What follows belongs to an exercise in optimizing a design on an open flow for small area; a production flow would make more cautious choices. Function not checked in this run: the RTL went through the layout flow alone. No activity file was given, so power comes from the tool's default toggle rates.

==> design.v <==
module tfds_core (
    input  wire        clk,
    input  wire        rst,
    input  wire        tick,
    input  wire        cmd_valid,
    input  wire [31:0] cmd,
    output wire        cmd_ready,
    output reg         rsp_valid,
    output reg         rsp_err,
    output reg  [31:0] rsp_data,
    input  wire        p_stop_motor,
    input  wire        p_scan_media,
    input  wire        p_write_en,
    input  wire        p_data_in,
    output wire        p_media_set,
    output wire        p_motor_on,
    output wire        p_ready,
    output wire        p_rw_media,
    output wire        p_data_out,
    output wire        p_clk_out
);
    localparam [1:0] DISARMED = 2'd0, GAP = 2'd1, XFER = 2'd2;
    localparam [1:0] NONE = 2'd0, BUF0 = 2'd1, BUF1 = 2'd2;
    localparam [7:0] OP_SETSIG   = 8'h10, OP_RDSIG   = 8'h11, OP_POLL   = 8'h12,
                     OP_RDSIGS   = 8'h13, OP_PUSH    = 8'h20, OP_PULL   = 8'h21,
                     OP_CONSUME  = 8'h22, OP_BUFWR   = 8'h23, OP_BUFRD  = 8'h24,
                     OP_CRCRST   = 8'h30, OP_CRCUPD  = 8'h31, OP_WRSEED = 8'h32,
                     OP_RDCRC    = 8'h33, OP_ARM     = 8'h40, OP_DISARM = 8'h41,
                     OP_WRCFG    = 8'h42, OP_WRGAP   = 8'h43, OP_WRSIDE = 8'h44,
                     OP_RDSTATUS = 8'h45, OP_RDPOS   = 8'h46, OP_RDBITS = 8'h47,
                     OP_RDGAP    = 8'h48, OP_RDCFG   = 8'h49, OP_CLRERR = 8'h4A,
                     OP_RDGAPLEN = 8'h4B;
    localparam [3:0] R_ZERO = 4'd0, R_TMP = 4'd1, R_SIGS = 4'd2, R_CRC = 4'd3,
                     R_STATUS = 4'd4, R_POS = 4'd5, R_BITS = 4'd6, R_GAP = 4'd7,
                     R_CFG = 4'd8, R_GAPLEN = 4'd9;
    function [15:0] crc_update;
        input [15:0] c_in;
        input [7:0]  byte_in;
        integer i;
        reg [15:0] c;
        reg        fb;
        begin
            c = c_in;
            for (i = 0; i < 8; i = i + 1) begin
                fb = c[0];
                c  = c >> 1;
                if (fb)
                    c = c ^ 16'h8408;
                if (byte_in[i])
                    c = c ^ 16'h8000;
            end
            crc_update = c;
        end
    endfunction
    reg [3:0]  sig_out;          
    reg [2:0]  sig_in;           
    reg        sel;
    reg [7:0]  cur;
    reg [1:0]  refill;
    reg [15:0] crc;
    reg [15:0] seed;
    reg [1:0]  fsm;
    reg        ph;
    reg [2:0]  bx;               
    reg [7:0]  cur_byte;
    reg [23:0] gap_cnt;
    reg [23:0] gap_len;
    reg [31:0] pos;              
    reg [7:0]  side;
    reg [4:0]  cfg;              
    reg        data_out;
    reg        clk_out;
    reg        underrun;
    reg        abort;
    reg        cmderr;
    reg [3:0]  rsel;             
    reg [7:0]  rtmp;             
    reg [1:0]  rot;
    reg        ewbv, ewb_urg;    
    reg [8:0]  ewb_addr;
    reg [7:0]  ewb_data;
    reg        nbv, nb_urg;      
    reg [7:0]  nb_data;
    wire cfg_dir      = cfg[0];
    wire cfg_emitmsb  = cfg[1];
    wire cfg_capmsb   = cfg[2];
    wire cfg_firstone = cfg[3];
    wire cfg_crcen    = cfg[4];
    wire       armed    = (fsm != DISARMED);
    wire [2:0] bitssent = armed ? bx : 3'd0;
    wire [31:0] bitcnt  = {pos[28:0], bx};
    assign p_media_set = ~sig_out[0];
    assign p_motor_on  =  sig_out[1];
    assign p_ready     =  sig_out[2];
    assign p_rw_media  =  sig_out[3];
    assign p_data_out  = data_out;
    assign p_clk_out   = clk_out;
    wire [7:0]  op  = cmd[31:24];
    wire [7:0]  fa  = cmd[23:16];
    wire [7:0]  fb  = cmd[15:8];
    wire [7:0]  fc  = cmd[7:0];
    wire        lo_zero = (cmd[23:0] == 24'd0);
    wire ok_bufwr = (op == OP_BUFWR) && (fa[7:1] == 7'd0);
    wire ok_push  = (op == OP_PUSH)  && (fa == 8'd0) && (fb == 8'd0) && !armed;
    wire ok_bufrd = (op == OP_BUFRD) && (fa[7:1] == 7'd0) && (fc == 8'd0);
    wire ok_pull  = (op == OP_PULL)  && lo_zero && !armed;
    wire ok_arm   = (op == OP_ARM)   && lo_zero && !armed;
    wire       h_wr   = ok_bufwr | ok_push;
    wire       h_rd   = ok_bufrd | ok_pull | (ok_arm & !cfg_dir);
    wire       h_seq  = ok_push | ok_pull;           
    wire [8:0] h_addr = h_seq ? {sel, cur} :
                        (ok_bufrd | ok_bufwr) ? {fa[0], fb} : 9'd0;
    wire       h_slot = (rot == h_addr[1:0]);
    wire nb_want  = armed && !cfg_dir && !nbv && (rot == cur[1:0]);
    wire ewb_want = ewbv && (rot == ewb_addr[1:0]);
    wire rd_block = h_rd && nb_want && nb_urg && (h_addr[8:2] != {sel, cur[7:2]});
    wire wr_block = h_wr && ewb_want && ewb_urg && (h_addr != ewb_addr);
    wire h_wait   = (h_rd | h_wr) && (!h_slot || rd_block || wr_block);
    assign cmd_ready = !h_wait;
    wire   cmd_go    = cmd_valid & !h_wait & ~rst;
    wire h_rd_go = cmd_go && h_rd;
    wire h_wr_go = cmd_go && h_wr;
    wire [6:0]    tap_loop = h_rd_go ? h_addr[8:2] : {sel, cur[7:2]};
    wire [1023:0] taps;
    wire [7:0]    tap = taps[tap_loop*8 +: 8];
    reg        mem_we;
    reg  [6:0] mem_wloop;
    reg  [7:0] mem_wd;
    genvar gi;
    generate
        for (gi = 0; gi < 128; gi = gi + 1) begin : lp
            reg [7:0] q0, q1, q2, q3;
            always @(posedge clk) begin
                q0 <= (mem_we && mem_wloop == gi) ? mem_wd : q3;
                q1 <= q0;
                q2 <= q1;
                q3 <= q2;
            end
            assign taps[gi*8 +: 8] = q3;
        end
    endgenerate
    always @(posedge clk)
        rot <= rot + 2'd1;
    reg [3:0]  n_sig_out;
    reg [2:0]  n_sig_in;
    reg        n_sel;
    reg [7:0]  n_cur;
    reg [1:0]  n_refill;
    reg [15:0] n_crc;
    reg [15:0] n_seed;
    reg [1:0]  n_fsm;
    reg        n_ph;
    reg [2:0]  n_bx;
    reg [7:0]  n_cur_byte;
    reg [23:0] n_gap_cnt;
    reg [23:0] n_gap_len;
    reg [31:0] n_pos;
    reg [7:0]  n_side;
    reg [4:0]  n_cfg;
    reg        n_data_out;
    reg        n_clk_out;
    reg        n_underrun;
    reg        n_abort;
    reg        n_cmderr;
    reg        t_we;             
    reg [7:0]  t_wdata;
    reg        t_done;           
    reg        r_err;
    reg [3:0]  r_sel;
    reg [7:0]  r_tmp;
    reg        xfer_tick;
    reg [2:0]  k;
    reg [7:0]  nb;
    reg        dis;
    reg        crc_ok;
    reg        ok;
    reg        crc_go;
    reg [7:0]  crc_byte;
    reg [7:0]  h_rdata;
    wire [15:0] crc_new = crc_update(crc, crc_byte);
    always @* begin
        n_sig_out  = sig_out;
        n_sig_in   = sig_in;
        n_sel      = sel;
        n_cur      = cur;
        n_refill   = refill;
        n_crc      = crc;
        n_seed     = seed;
        n_fsm      = fsm;
        n_ph       = ph;
        n_bx       = bx;
        n_cur_byte = cur_byte;
        n_gap_cnt  = gap_cnt;
        n_gap_len  = gap_len;
        n_pos      = pos;
        n_side     = side;
        n_cfg      = cfg;
        n_data_out = data_out;
        n_clk_out  = clk_out;
        n_underrun = underrun;
        n_abort    = abort;
        n_cmderr   = cmderr;
        t_we    = 1'b0;
        t_wdata = 8'h00;
        t_done  = 1'b0;
        r_err = 1'b0;
        r_sel = R_ZERO;
        r_tmp = 8'h00;
        xfer_tick = 1'b0;
        k         = 3'd0;
        nb        = 8'h00;
        ok        = 1'b0;
        crc_go    = 1'b0;
        crc_byte  = fc;
        if (tick && armed) begin
            n_clk_out = ph;
            if (fsm == GAP) begin
                if (cfg_dir && cfg_firstone) begin
                    if (!ph && p_data_in)
                        n_fsm = XFER;
                end else if (gap_cnt != 24'd0) begin
                    n_gap_cnt = gap_cnt - 24'd1;
                    if (!cfg_dir)
                        n_data_out = ~data_out;
                end else begin
                    n_fsm     = XFER;
                    xfer_tick = 1'b1;
                end
            end else begin
                xfer_tick = 1'b1;
            end
            if (xfer_tick && !ph) begin
                n_bx = bx + 3'd1;
                if (!cfg_dir) begin
                    k = cfg_emitmsb ? (3'd7 - bx) : bx;
                    n_data_out = cur_byte[k];
                    if (bx == 3'd7) begin
                        t_done     = 1'b1;
                        if (cfg_crcen)
                            crc_byte = cur_byte;
                        n_cur_byte = nb_data;
                    end
                end else begin
                    k = cfg_capmsb ? (3'd7 - bx) : bx;
                    nb = cur_byte;
                    nb[k] = p_data_in;
                    if (bx == 3'd7) begin
                        t_done     = 1'b1;
                        if (cfg_crcen)
                            crc_byte = nb;
                        t_we       = 1'b1;
                        t_wdata    = nb;
                        n_cur_byte = 8'h00;
                    end else begin
                        n_cur_byte = nb;
                    end
                end
                if (t_done) begin
                    crc_go = cfg_crcen;
                    n_pos  = pos + 32'd1;
                    n_cur  = cur + 8'd1;
                    if (cur == 8'hFF) begin
                        n_sel = ~sel;
                        if (refill != NONE)
                            n_underrun = 1'b1;
                        n_refill = sel ? BUF1 : BUF0;
                    end
                end
            end
            n_ph = ~ph;
        end
        if (t_we && {sel, cur} == h_addr)
            h_rdata = t_wdata;
        else if (ewbv && ewb_addr == h_addr)
            h_rdata = ewb_data;
        else
            h_rdata = tap;
        dis    = (n_fsm == DISARMED);
        crc_ok = dis || !cfg_crcen;
        if (cmd_go) begin
            case (op)
                OP_SETSIG: begin
                    ok = (fa <= 8'd3) && (fb == 8'd0) && (fc <= 8'd1);
                    if (ok)
                        n_sig_out[fa[1:0]] = fc[0];
                end
                OP_RDSIG: begin
                    ok = (fa <= 8'd6) && (fb == 8'd0) && (fc == 8'd0);
                    r_sel = R_TMP;
                    r_tmp = {7'd0, fa[2] ? n_sig_in[fa[1:0]] : n_sig_out[fa[1:0]]};
                end
                OP_POLL: begin
                    ok = lo_zero;
                    r_sel = R_SIGS;
                    if (ok)
                        n_sig_in = ~{p_write_en, p_scan_media, p_stop_motor};
                end
                OP_RDSIGS: begin
                    ok = lo_zero;
                    r_sel = R_SIGS;
                end
                OP_PUSH: begin
                    ok = ok_push;
                    if (ok) begin
                        n_cur   = n_cur + 8'd1;
                        if (n_cur == 8'd0) begin
                            n_sel = ~n_sel;
                            if (n_refill != NONE)
                                n_underrun = 1'b1;
                            n_refill = n_sel ? BUF0 : BUF1;
                        end
                    end
                end
                OP_PULL: begin
                    ok = ok_pull;
                    r_sel = R_TMP;
                    r_tmp = h_rdata;
                    if (ok) begin
                        n_cur  = n_cur + 8'd1;
                        if (n_cur == 8'd0) begin
                            n_sel = ~n_sel;
                            if (n_refill != NONE)
                                n_underrun = 1'b1;
                            n_refill = n_sel ? BUF0 : BUF1;
                        end
                    end
                end
                OP_CONSUME: begin
                    ok = lo_zero;
                    r_sel = R_TMP;
                    r_tmp = {6'd0, n_refill};
                    if (ok)
                        n_refill = NONE;
                end
                OP_BUFWR: begin
                    ok = ok_bufwr;
                end
                OP_BUFRD: begin
                    ok = ok_bufrd;
                    r_sel = R_TMP;
                    r_tmp = h_rdata;
                end
                OP_CRCRST: begin
                    ok = lo_zero && crc_ok;
                    if (ok)
                        n_crc = seed;
                end
                OP_CRCUPD: begin
                    ok = (fa == 8'd0) && (fb == 8'd0) && crc_ok;
                    r_sel = R_CRC;
                    if (ok)
                        crc_go = 1'b1;
                end
                OP_WRSEED: begin
                    ok = (fa == 8'd0) && dis;
                    if (ok)
                        n_seed = cmd[15:0];
                end
                OP_RDCRC: begin
                    ok = lo_zero;
                    r_sel = R_CRC;
                end
                OP_ARM: begin
                    ok = ok_arm;
                    if (ok) begin
                        n_sel      = 1'b0;
                        n_refill   = NONE;
                        n_bx       = 3'd0;
                        n_ph       = 1'b0;
                        n_gap_cnt  = gap_len;
                        n_crc      = seed;
                        n_pos      = 32'd0;
                        n_data_out = 1'b0;
                        n_clk_out  = 1'b0;
                        if (!cfg_dir) begin
                            n_cur_byte = h_rdata;
                            n_cur      = 8'd1;
                        end else begin
                            n_cur_byte = 8'h00;
                            n_cur      = 8'd0;
                        end
                        n_fsm = GAP;
                    end
                end
                OP_DISARM: begin
                    ok = lo_zero;
                    if (ok && !dis) begin
                        if (n_fsm == XFER && n_bx != 3'd0)
                            n_abort = 1'b1;
                        n_fsm      = DISARMED;
                        n_cur_byte = 8'h00;
                    end
                end
                OP_WRCFG: begin
                    ok = (fa == 8'd0) && (fb == 8'd0) && (fc[7:5] == 3'd0) && dis;
                    if (ok)
                        n_cfg = fc[4:0];
                end
                OP_WRGAP: begin
                    ok = dis;
                    if (ok)
                        n_gap_len = cmd[23:0];
                end
                OP_WRSIDE: begin
                    ok = (fa == 8'd0) && (fb == 8'd0);
                    if (ok)
                        n_side = fc;
                end
                OP_RDSTATUS: begin
                    ok = lo_zero;
                    r_sel = R_STATUS;
                end
                OP_RDPOS: begin
                    ok = lo_zero;
                    r_sel = R_POS;
                end
                OP_RDBITS: begin
                    ok = lo_zero;
                    r_sel = R_BITS;
                end
                OP_RDGAP: begin
                    ok = lo_zero;
                    r_sel = R_GAP;
                end
                OP_RDCFG: begin
                    ok = lo_zero;
                    r_sel = R_CFG;
                end
                OP_CLRERR: begin
                    ok = (fa == 8'd0) && (fb == 8'd0) && (fc[7:3] == 5'd0);
                    if (ok) begin
                        if (fc[0]) n_underrun = 1'b0;
                        if (fc[1]) n_abort    = 1'b0;
                        if (fc[2]) n_cmderr   = 1'b0;
                    end
                end
                OP_RDGAPLEN: begin
                    ok = lo_zero;
                    r_sel = R_GAPLEN;
                end
                default: ok = 1'b0;
            endcase
            if (!ok) begin
                n_cmderr = 1'b1;
                r_err    = 1'b1;
                r_sel    = R_ZERO;
            end
        end
        if (crc_go)
            n_crc = crc_new;
    end
    wire h_hits_ewb = h_wr_go && ewbv && (ewb_addr == h_addr);
    wire ewb_drain  = ewb_want && !h_wr_go;
    wire h_tap_nb   = (h_addr[8:2] == {sel, cur[7:2]});
    wire nb_fetch   = nb_want && !(h_rd_go && !h_tap_nb);
    wire nb_hostwr  = h_wr_go && (h_addr == {sel, cur});
    always @* begin
        mem_we    = 1'b0;
        mem_wloop = ewb_addr[8:2];
        mem_wd    = ewb_data;
        if (h_wr_go) begin
            mem_we    = 1'b1;
            mem_wloop = h_addr[8:2];
            mem_wd    = fc;
        end else if (ewb_want) begin
            mem_we    = 1'b1;
        end
    end
    always @(posedge clk) begin
        if (t_we && !rst && !(h_wr_go && h_addr == {sel, cur})) begin
            ewbv     <= 1'b1;
            ewb_urg  <= 1'b0;
            ewb_addr <= {sel, cur};
            ewb_data <= t_wdata;
        end else if (ewb_drain || h_hits_ewb) begin
            ewbv     <= 1'b0;
        end else if (ewb_want) begin
            ewb_urg  <= 1'b1;
        end
        if ((t_done && !cfg_dir && !rst) || (cmd_go && ok_arm)) begin
            nbv    <= 1'b0;
            nb_urg <= 1'b0;
        end else if (nb_hostwr) begin
            nbv     <= 1'b1;
            nb_data <= fc;
        end else if (nb_fetch) begin
            nbv     <= 1'b1;
            nb_data <= (ewbv && ewb_addr == {sel, cur}) ? ewb_data : tap;
        end else if (nb_want) begin
            nb_urg  <= 1'b1;
        end
    end
    always @* begin
        case (rsel)
            R_TMP:    rsp_data = {24'd0, rtmp};
            R_SIGS:   rsp_data = {22'd0, clk_out, data_out, 1'b0, sig_in, sig_out};
            R_CRC:    rsp_data = {16'd0, crc};
            R_STATUS: rsp_data = {cur_byte, 1'b0, cmderr, abort, underrun,
                                  1'b0, bitssent, cur, 1'b0, refill, sel,
                                  ph, armed, fsm};
            R_POS:    rsp_data = pos;
            R_BITS:   rsp_data = bitcnt;
            R_GAP:    rsp_data = {8'd0, gap_cnt};
            R_CFG:    rsp_data = {seed, side, 3'd0, cfg};
            R_GAPLEN: rsp_data = {8'd0, gap_len};
            default:  rsp_data = 32'd0;
        endcase
    end
    always @(posedge clk) begin
        if (rst) begin
            sig_out   <= 4'd0;
            sig_in    <= 3'd0;
            sel       <= 1'b0;
            cur       <= 8'd0;
            refill    <= NONE;
            crc       <= 16'd0;
            seed      <= 16'd0;
            fsm       <= DISARMED;
            ph        <= 1'b0;
            bx        <= 3'd0;
            cur_byte  <= 8'd0;
            gap_cnt   <= 24'd0;
            gap_len   <= 24'd0;
            pos       <= 32'd0;
            side      <= 8'd0;
            cfg       <= 5'b00010;
            data_out  <= 1'b0;
            clk_out   <= 1'b0;
            underrun  <= 1'b0;
            abort     <= 1'b0;
            cmderr    <= 1'b0;
            rsp_valid <= 1'b0;
        end else begin
            sig_out   <= n_sig_out;
            sig_in    <= n_sig_in;
            sel       <= n_sel;
            cur       <= n_cur;
            refill    <= n_refill;
            crc       <= n_crc;
            seed      <= n_seed;
            fsm       <= n_fsm;
            ph        <= n_ph;
            bx        <= n_bx;
            cur_byte  <= n_cur_byte;
            gap_cnt   <= n_gap_cnt;
            gap_len   <= n_gap_len;
            pos       <= n_pos;
            side      <= n_side;
            cfg       <= n_cfg;
            data_out  <= n_data_out;
            clk_out   <= n_clk_out;
            underrun  <= n_underrun;
            abort     <= n_abort;
            cmderr    <= n_cmderr;
            rsp_valid <= cmd_go;
        end
        rsp_err <= r_err;
        rsel    <= r_sel;
        rtmp    <= r_tmp;
    end
endmodule
==> run.sh <==
#!/bin/bash
# synth_recipe.tcl (not shown) runs the flow's synth.tcl, then flattens the netlist and writes it again
# the make line also repeats each setting of config.mk as NAME=value (left out here)
make -C /OpenROAD-flow-scripts/flow DESIGN_CONFIG=/design/flow/config.mk WORK_HOME=/design/flow/orfs CLKGATE_MAP_FILE= SYNTH_SCRIPT=/design/flow/synth_recipe.tcl finish
==> config.mk <==
export PLATFORM = sky130hd
export DESIGN_NAME = tfds_core
export DESIGN_NICKNAME = tfds_core
export VERILOG_FILES = /design/flow/design.v
export SDC_FILE = /design/flow/constraint.sdc
export NUM_CORES = 4
export LEC_CHECK = 0
export CAP_MARGIN = 40
export CORE_MARGIN = 2
export CORE_UTILIZATION = 25
export PLACE_DENSITY = 0.32
export SLEW_MARGIN = 40
export SYNTH_MEMORY_MAX_BITS = 8192
==> constraint.sdc <==
create_clock -name core_clock -period 10.0 [get_ports {clk}]
set_input_delay 2.0000 -clock core_clock [delete_from_list [all_inputs] [get_ports {clk}]]
set_output_delay 2.0000 -clock core_clock [all_outputs]
set_load 0.01 [all_outputs]
==> run notes <==
- Crit Reg-Reg Startpoint: cur[4]
- setup repair after global routing missed its margin: false
- leakage: 53.13 nW
- synth unique cells: 91
- synthesized area per cell: 11.48 µm²
- total of hold buffers inserted after clock tree synthesis: 0
- number of CTS-inserted buffers: 455
- kind of start point of the critical path: input port
- maximum number of pins on one net before global-route repair: 81
- via count: 71290
- mux contribution to synthesized area: 0.01585
- Final nets: 10440
- count of standard-cell rows: 250
- final setup fails: 0
- aggregate global routing overflow: 0
- Crit path required time: 8.00 ns
- DRC violation count after routing: 0
- proportion of synthesized flip-flops having asynchronous set or reset: 0
- buffer levels on the longest clock path: 4
- area grow syn2layout: 22.37%
- number of hold violations in the final report: 0
- placed wire-length estimate: 251300 µm
- post-synthesis share of cell area spent on and, or, nand and nor gates: 0.1147
- Min Clock Period, post-route: 8.854 ns
- DRT Pass-1 Iters: 6
- mapped cell area: 0.1159 mm²
- vias in the first global route: 71790
- final design area excluding fillers: 0.1418 mm²
- power density of the placed cells: 244.6 mW/mm²
- total global-route track usage: 0.1608
- total nets after synthesis: 10150
- critical path class: in -> out
- Post-synth top flop: sky130_fd_sc_hd__dfxtp_1
- combinational family with the most area after synthesis: simple AND/OR/NAND/NOR gates
- floorplan die area: 0.4689 mm²
- hold path startpoint: lp[14].q2[7]
- global-route wire length before repair: 549700 µm
- critical path fanouts, max: 6
- Die Span Y: 684.8 µm
- FMAX: 0.1129 GHz
- clock root buffer master: sky130_fd_sc_hd__clkbuf_16
- Critical Path AT: 6.85 ns
- worst ir drop on vdd: 0.1405 mV
- ratio of routed vias to standard cells: 4.207
- Area after DPL: 0.1261 mm²
- CTS tree: done
- parity-gate share of the synthesized area counting xor and xnor cells: 0.008467
- worst reg-to-reg setup slack: 2.80 ns
- worst-skew pair later-pin latency: 1.02 ns
- fraction of layout instances using a drive strength above 1: 0.1202
- Yosys warning total: 1
- Resized Gates After CTS: 0
- outcome: timing/DRC/antenna clean
- register area share after synthesis: 0.7457
- CTS clk-pin slew, worst paths: 0.06 ns
- period utilisation layout: 0.8854
- Max Cap Viol: 0
- Max transition margin: 0.3458
- number of clock sinks seen by CTS: 4303
- Boundary Pins: 81
- post-synthesis sequential element count: 4303
- Clock Skew: 0.07471 ns
- initial standard-cell utilization of the core: 0.2504
- launching instance or port of the critical path: cmd[28]
- routed wire length: 386000 µm
- number of routed nets with antenna violations: 0
- post-synthesis adder-cell area fraction: 0.001512
- H-Tree Depth: 5
- routed len/inst: 22.78 µm
- number of port buffers: 80
- min-delay worst type: reg -> reg
- fraction of the mapped netlist area in compound gates: 0.09117
- setup bufs post-CTS: 0
- actual slew at the worst max-slew pin: 0.9813 ns
- final-report max-slew violation count: 0
- Post-Synthesis Cells: 10090
- post-layout util: 0.3065
- Detailed Route Iter0 Violations: 4242
- endpoint type of the worst setup path: output port
- antenna violations before repair: 44
- number of flops mapped to enable cells by yosys: 25
- final RePlAce weighted congestion: 0.8385
- x dimension of the die: 684.8 µm
- Std-Cell Core Area: 0.4626 mm²
## metal layers
| metal | part of all wire | vias up | wire length, µm | global-route usage |
|---|---|---|---|---|
| li1 | - | 34480 | - | - |
| met1 | 0.48 | 34750 | 186100 | 0.2256 |
| met2 | 0.45 | 1524 | 173200 | 0.2576 |
| met3 | 0.042 | 523 | 16110 | 0.02310 |
| met4 | 0.027 | 4 | 10570 | 0.04389 |
| met5 | 0.000060 | - | 23 | 0 |
## state kept, by name, summed over array words and instances, names as in the netlist, 9 cells and up
name and flops:
ewb_addr 9, pos 32, lp.q1 1024, gap_len 24, gap_cnt 24, seed 16
lp.q3 1024, lp.q2 1024, crc 16, lp.q0 1024
## where the power goes
part	total [mW]	switching [mW]	internal, mW
clock network	17.4	7.03	10.4
logic	0.0996	0.0690	0.0306
registers	17.2	0.000388	17.2
## synthesized netlist by cell type (32+ instances only)
cell / n / area [µm²]
sky130_fd_sc_hd__a211oi_1: 57 / 427.9
sky130_fd_sc_hd__a21oi_1: 747 / 3739
sky130_fd_sc_hd__a22oi_1: 99 / 743.2
sky130_fd_sc_hd__a31oi_1: 95 / 594.3
sky130_fd_sc_hd__a32oi_1: 78 / 683.2
sky130_fd_sc_hd__and3_1: 81 / 506.7
sky130_fd_sc_hd__buf_1: 32 / 120.1
sky130_fd_sc_hd__buf_2: 152 / 760.7
sky130_fd_sc_hd__clkbuf_1: 405 / 1520
sky130_fd_sc_hd__dfxtp_1: 4278 / 85640
sky130_fd_sc_hd__inv_1: 35 / 131.4
sky130_fd_sc_hd__mux2i_1: 154 / 1541
sky130_fd_sc_hd__nand2_1: 1533 / 5754
sky130_fd_sc_hd__nand3_1: 293 / 1466
sky130_fd_sc_hd__nand4_1: 63 / 394.1
sky130_fd_sc_hd__nor2_1: 735 / 2759
sky130_fd_sc_hd__nor3_1: 64 / 320.3
sky130_fd_sc_hd__o21ai_0: 543 / 2718
sky130_fd_sc_hd__o21ai_1: 47 / 235.2
sky130_fd_sc_hd__or3_1: 52 / 325.3
sky130_fd_sc_hd__xnor2_1: 69 / 604.3
sky130_fd_sc_hd__xor2_1: 43 / 376.6
## layout make-up
cell class	instances	area (µm²)
fill	46820	320800
sequential	4303	86390
multi-input combinational	5155	27610
clock buffer	661	13370
tap	6174	7725
timing repair buffer	436	4254
clock inverter	171	2268
inverter	37	138.9
antenna	8	20.02
## kinds of logic after synthesis
kind of cell,after synthesis
and+or+nand+nor,3019
buffers and inverters,636
xor gates and xnor gates,112
adders and majority gates,14
muxes,174
DFF,4303
AOI/OAI and AO/OA,1836
## path summary, 6_finish.rpt
path                   to  cells past startpoint
max             cmd_ready                     12
min reg2reg  lp[14].q3[7]                      0
min          lp[14].q3[7]                      0
max reg2reg    nb_data[2]                     20
## stage by stage
stage / total power [mW] / hold WS, ns / TNS (ns) / std cells / setup WS (ns)
floorplan: 17.57 / 0.3096 / 0 / 10090 / 3.138
global placement: 17.63 / 0.3096 / -1.824 / 16080 / -0.3205
detailed placement: 17.63 / 0.3121 / 0 / 16100 / 0.2353
CTS: 35.23 / 0.2846 / 0 / 16940 / 1.284
global route: 35.92 / 0.2920 / 0 / 16940 / 1.068
finish: 34.68 / 0.2922 / 0 / 16950 / 1.146
## cell usage in the layout, fill, tap and decap left out, types with 35 or more instances in the layout
cell / count
sky130_fd_sc_hd__a211oi_1: 53
sky130_fd_sc_hd__a21oi_1: 741
sky130_fd_sc_hd__a22oi_1: 98
sky130_fd_sc_hd__a31oi_1: 89
sky130_fd_sc_hd__a32oi_1: 78
sky130_fd_sc_hd__and3_1: 81
sky130_fd_sc_hd__buf_12: 51
sky130_fd_sc_hd__buf_4: 284
sky130_fd_sc_hd__bufinv_16: 44
sky130_fd_sc_hd__clkbuf_1: 93
sky130_fd_sc_hd__clkbuf_16: 462
sky130_fd_sc_hd__clkbuf_8: 106
sky130_fd_sc_hd__clkdlybuf4s50_1: 79
sky130_fd_sc_hd__clkinv_2: 85
sky130_fd_sc_hd__dfxtp_1: 4277
sky130_fd_sc_hd__inv_1: 35
sky130_fd_sc_hd__mux2i_1: 140
sky130_fd_sc_hd__nand2_1: 1530
sky130_fd_sc_hd__nand3_1: 291
sky130_fd_sc_hd__nand4_1: 63
sky130_fd_sc_hd__nor2_1: 729
sky130_fd_sc_hd__nor3_1: 46
sky130_fd_sc_hd__nor3_2: 38
sky130_fd_sc_hd__o21ai_0: 541
sky130_fd_sc_hd__o21ai_1: 46
sky130_fd_sc_hd__or3_1: 52
sky130_fd_sc_hd__xnor2_1: 69
sky130_fd_sc_hd__xor2_1: 43
## worst max-delay path, cell delays in order
cell,delay [ns]
sky130_fd_sc_hd__clkdlybuf4s50_1,0.50
sky130_fd_sc_hd__or2_2,0.35
sky130_fd_sc_hd__or4b_2,0.77
sky130_fd_sc_hd__nor3_1,0.78
sky130_fd_sc_hd__a22oi_1,0.38
sky130_fd_sc_hd__clkbuf_2,0.24
sky130_fd_sc_hd__xor2_1,0.13
sky130_fd_sc_hd__nand4_1,0.15
sky130_fd_sc_hd__nor4_4,0.38
sky130_fd_sc_hd__or3b_2,0.21
sky130_fd_sc_hd__and2_1,0.33
sky130_fd_sc_hd__clkdlybuf4s50_1,0.61

## port drivers added, routing unchanged
No port has a modelled driver above. Below, the same layout with a new extraction and two added sets of constraints. Step 1 (the two cells are an assumption about what drives the block):
set clk [get_ports {clk}]
set_driving_cell -lib_cell sky130_fd_sc_hd__clkbuf_16 $clk
set_driving_cell -lib_cell sky130_fd_sc_hd__buf_2 [delete_from_list [all_inputs] $clk]
Step 2 times the ports against the registers' clock, not the clock port: input delays grow and output delays shrink by t, the midpoint of the rising clock arrivals with the driver on. a / b / c = ideal / step 1 / step 2; a / b = the first two.
t (ns): 1.086
setup WS [ns]: 1.146 / 1.081 / 0.312
clock arrival spread, ns: 0.075 / 0.074
After both steps this run still meets setup and hold. The setup slack of this run moves by -0.065 ns with the drivers and by -0.834 ns with both steps.
